From an optimization exercise on the open Yosys and OpenROAD flow, aimed at small area, a short achievable clock period and few clock cycles; shortcuts taken in it are not production practice. Where RTL was checked, it was by simulation tests only, not by an equivalence proof against the original. No activity file was given, so power comes from the tool's default toggle rates.

## soul_va
module soul_va (
    input  wire         clk,
    input  wire         rst,         
    input  wire         cmd_valid,
    output wire         cmd_ready,
    input  wire [127:0] cmd,
    output reg          rsp_valid,
    output wire [127:0] rsp
);
make LEC_CHECK=0 ABC_CLOCK_PERIOD_IN_PS=2500 CAP_MARGIN=20 CORE_MARGIN=2 CORE_UTILIZATION=55 CTS_BUF_LIST=sky130_fd_sc_hd__clkbuf_8 CTS_CLUSTER_SIZE=30 SETUP_SLACK_MARGIN=3.8 SLEW_MARGIN=20 TNS_END_PERCENT=5 finish   # period 6.0 ns
run.sh (not shown) runs the stock make flow with config.mk's settings and CLKGATE_MAP_FILE= SYNTH_SCRIPT=/design/flow/synth_recipe.tcl, a recipe that flattens the netlist after the stock synthesis.
Testbench counts at the start, summed over its fixed seeds: cycles 31,612.
Rerun with:
CTS_BUF_LIST = sky130_fd_sc_hd__clkbuf_8 sky130_fd_sc_hd__clkbuf_16   (was sky130_fd_sc_hd__clkbuf_8)
CTS_CLUSTER_DIAMETER = 80   (was unset)
CTS_CLUSTER_SIZE = 16   (was 30)
Effect: Via count fell by 2.5%. Synthesized cell count stays the same. Non-clock buffer count fell by 10.

* * *

## raven
soul_va, a different RTL version from the one above (not shown whole).
Size in the first run: roughly 2400 cells after synthesis, roughly 650 flip-flops, about 30000 sq um of cells after synthesis.
Design soul_va, start of the top module:
module soul_va (
    input  wire         clk,
    input  wire         rst,         
    input  wire         cmd_valid,
    output wire         cmd_ready,
    input  wire [127:0] cmd,
    output reg          rsp_valid,
    output wire [127:0] rsp
);
export LEC_CHECK = 0
export ABC_CLOCK_PERIOD_IN_PS = 2500
export CAP_MARGIN = 20
export CORE_MARGIN = 2
export CORE_UTILIZATION = 55
export CTS_BUF_LIST = sky130_fd_sc_hd__clkbuf_8 sky130_fd_sc_hd__clkbuf_16
export CTS_CLUSTER_DIAMETER = 80
export CTS_CLUSTER_SIZE = 16
export SETUP_SLACK_MARGIN = 3.75
export SLEW_MARGIN = 20
export TNS_END_PERCENT = 100
create_clock -name core_clock -period 6.0 [get_ports {clk}]
standard.sh (not shown) runs the stock make flow with config.mk's settings and CLKGATE_MAP_FILE= SYNTH_SCRIPT=/design/flow/synth_recipe.tcl, a recipe that flattens the netlist after the stock synthesis.
==> flow/flow/run.sh <==
#!/bin/bash
# Layout flow: the standard ORFS flow (standard.sh, unchanged synthesis),
# with the port buffers made of plain buffers (sky130_fd_sc_hd__buf_4)
# instead of the delay cells buffer_ports picks by default. Every port still
# gets its own buffer. The full make output goes to flow_make.log here; each
# ORFS step also keeps its own log under orfs/logs/.
set -euo pipefail
bash standard.sh "BUFFER_PORTS_ARGS=-buffer_cell sky130_fd_sc_hd__buf_4" finish > flow_make.log 2>&1
Every stage of the flow completed for raven, and the final layout passed the timing, design-rule and antenna checks.
The inputs of garnet differ from those of raven as listed below.
-- flow/config.mk --
<<< raven, line 13
export CTS_CLUSTER_DIAMETER = 80
export CTS_CLUSTER_SIZE = 16
export SETUP_SLACK_MARGIN = 3.75
export SLEW_MARGIN = 20
export TNS_END_PERCENT = 100
>>> garnet, line 13
export CTS_CLUSTER_DIAMETER = 80
export CTS_CLUSTER_SIZE = 16
export SETUP_SLACK_MARGIN = 3.6
export SLEW_MARGIN = 20
export TNS_END_PERCENT = 100
### Flow results
- Looking at maximum vdd drop across both flows, garnet is the weaker of the two, with raven ahead.
- garnet reports a lower layout buffering overhead excluding clock cells than raven does.
- Final worst slack for garnet is lower than for raven.
- garnet: largest fanout on the critical path is 4 lower than what raven reported.
- From raven to garnet the numbers moved as follows: ratio of final minimum period to clock period rose 1.8 points; leakage dissipation fell about 3.4%; detail-routed via count per cell fell 1.2%.
- For raven, the launch point of the worst path was active_q[6], unlike garnet, where it was in_nan_q.
- Slowest cell on the critical path = dfxtp_1: raven; slowest cell on the critical path = nor3_2: garnet
Here is what was changed in the inputs of cedar compared with garnet.
-- flow/config.mk --
<<< garnet, line 6
export NUM_CORES = 4
export LEC_CHECK = 0
export ABC_CLOCK_PERIOD_IN_PS = 2500
export CAP_MARGIN = 20
export CORE_MARGIN = 2
export CORE_UTILIZATION = 55
export CTS_BUF_LIST = sky130_fd_sc_hd__clkbuf_8 sky130_fd_sc_hd__clkbuf_16
export CTS_CLUSTER_DIAMETER = 80
>>> cedar, line 6
export NUM_CORES = 4
export LEC_CHECK = 0
export ABC_CLOCK_PERIOD_IN_PS = 1500
export CAP_MARGIN = 20
export CORE_MARGIN = 2
export CORE_UTILIZATION = 70
export CTS_BUF_LIST = sky130_fd_sc_hd__clkbuf_8 sky130_fd_sc_hd__clkbuf_16
export CTS_CLUSTER_DIAMETER = 80
[summary]
After synthesis and placement, the instance count of cedar is below that of garnet.
cedar gives more combinational group share of total power than garnet did.
cedar vs garnet: met1 layer wirelength in the final routing down in cedar
The wire length of cedar was superior to that of garnet.
No run of this note included a check of the RTL's function; only the layout flow was run.

* * *

soul_va, a different RTL version from the one above (not shown whole).
Size in the first run: roughly 650 flip-flops, about 260 I/O pins.
Settings: LEC_CHECK=0, ABC_CLOCK_PERIOD_IN_PS=1500, CAP_MARGIN=20, CORE_MARGIN=2, CORE_UTILIZATION=66, CTS_BUF_LIST=sky130_fd_sc_hd__clkbuf_8 sky130_fd_sc_hd__clkbuf_16, CTS_CLUSTER_DIAMETER=80, CTS_CLUSTER_SIZE=16, SETUP_SLACK_MARGIN=3.5, SLEW_MARGIN=20, TNS_END_PERCENT=100; clock period 6.0 ns.
Scripts as last shown in full above: flow/flow/run.sh
Testbench counts at the start, summed over its fixed seeds: cycles 31,612.
Change:
Settings changed: CORE_UTILIZATION 66 to 70, CTS_CLUSTER_DIAMETER 80 to 60, CTS_CLUSTER_SIZE 16 to 12, SETUP_SLACK_MARGIN 3.5 to 3.6.
The changed run ran to the end with no violations.
Final area is higher by 1.7%.
Routed wire length is higher by 2.0%.
Synthesized area does not change.
Core utilization is higher by 5.8 points.
Change:
Settings changed: ABC_CLOCK_PERIOD_IN_PS 1500 to 2500, CORE_UTILIZATION 70 to 55, CTS_CLUSTER_DIAMETER 60 to 80, CTS_CLUSTER_SIZE 12 to 16, SETUP_SLACK_MARGIN 3.6 to 3.9.
=> Hold slack barely changes; clock skew grows by 11 ps; wire length grows by 9.2%; core utilization shrinks by 11 points; setup slack improved by 41 ps; non-clock buffer count grows by 104; final area grows by 9.9%; area after synthesis does not change; die area grows by 27%.
Change:
Settings changed: CTS_BUF_LIST sky130_fd_sc_hd__clkbuf_8 sky130_fd_sc_hd__clkbuf_16 to sky130_fd_sc_hd__clkbuf_8, CTS_CLUSTER_DIAMETER 80 to not set, CTS_CLUSTER_SIZE 16 to 30, SETUP_SLACK_MARGIN 3.9 to 3.8, TNS_END_PERCENT 100 to 5.
Cell count goes up by 1.3%.
Die area stays the same.
Count of clock-buffer cells in the layout is higher by 56.
Change:
Settings changed: CTS_BUF_LIST sky130_fd_sc_hd__clkbuf_8 to sky130_fd_sc_hd__clkbuf_8 sky130_fd_sc_hd__clkbuf_16, CTS_CLUSTER_DIAMETER set to 80, CTS_CLUSTER_SIZE 30 to 16, SETUP_SLACK_MARGIN 3.8 to 3.6, TNS_END_PERCENT 5 to 100.
Synthesized cell count stays the same.
Clock skew is about the same.
Setup slack gets better by 120 ps.
Critical path depth does not change.

-- static timing again, ports no longer ideal --
The flow's constraints put no driver on any port. The routed layouts listed below were extracted and timed again, unchanged, in two steps.
Step 1 (the two cells are an assumption about what drives the block):
set clk [get_ports {clk}]
set_driving_cell -lib_cell sky130_fd_sc_hd__clkbuf_16 $clk
set_driving_cell -lib_cell sky130_fd_sc_hd__buf_2 [delete_from_list [all_inputs] $clk]
Step 2, shift: input delay + t, output delay - t, t = (earliest + latest rising clock arrival at the registers) / 2. This alone moves slack from input paths to output paths.
Slacks: ideal ports / drivers / drivers and shift; pairs: ideal ports / drivers.
run | shift t [ns] | setup WS [ns] | worst setup path at the end | slew at the worst register clock pin (ns) | pins driven straight from the clock port
the first run of note 1 | 0.764 | 3.347 / 3.347 / 2.681 | input to register | 0.07 / 0.07 | 1
the second run of note 1 | 0.667 | 3.280 / 3.280 / 2.801 | input to register | 0.08 / 0.08 | 1
raven | 0.673 | 3.557 / 3.539 / 3.087 | input to register | 0.08 / 0.08 | 1
garnet | 0.678 | 3.449 / 3.449 / 2.916 | input to register | 0.08 / 0.08 | 1
cedar | 0.665 | 3.510 / 3.546 / 2.882 | input to register | 0.08 / 0.08 | 1
the first run of note 3 | 0.667 | 3.479 / 3.513 / 2.846 | input to register | 0.08 / 0.08 | 1
the second run of note 3 | 0.696 | 3.589 / 3.541 / 2.924 | input to register | 0.07 / 0.07 | 1
the third run of note 3 | 0.682 | 3.630 / 3.568 / 3.117 | input to register | 0.08 / 0.08 | 1
the fourth run of note 3 | 0.776 | 3.443 / 3.481 / 2.710 | input to register | 0.07 / 0.07 | 1
the fifth run of note 3 | 0.665 | 3.560 / 3.560 / 2.970 | input to register | 0.08 / 0.08 | 1
After both steps setup and hold are still met in every run listed. For the fourth run of note 3, which loses most, drivers alone change the setup slack by +0.038 ns; drivers and shift together by -0.733 ns.
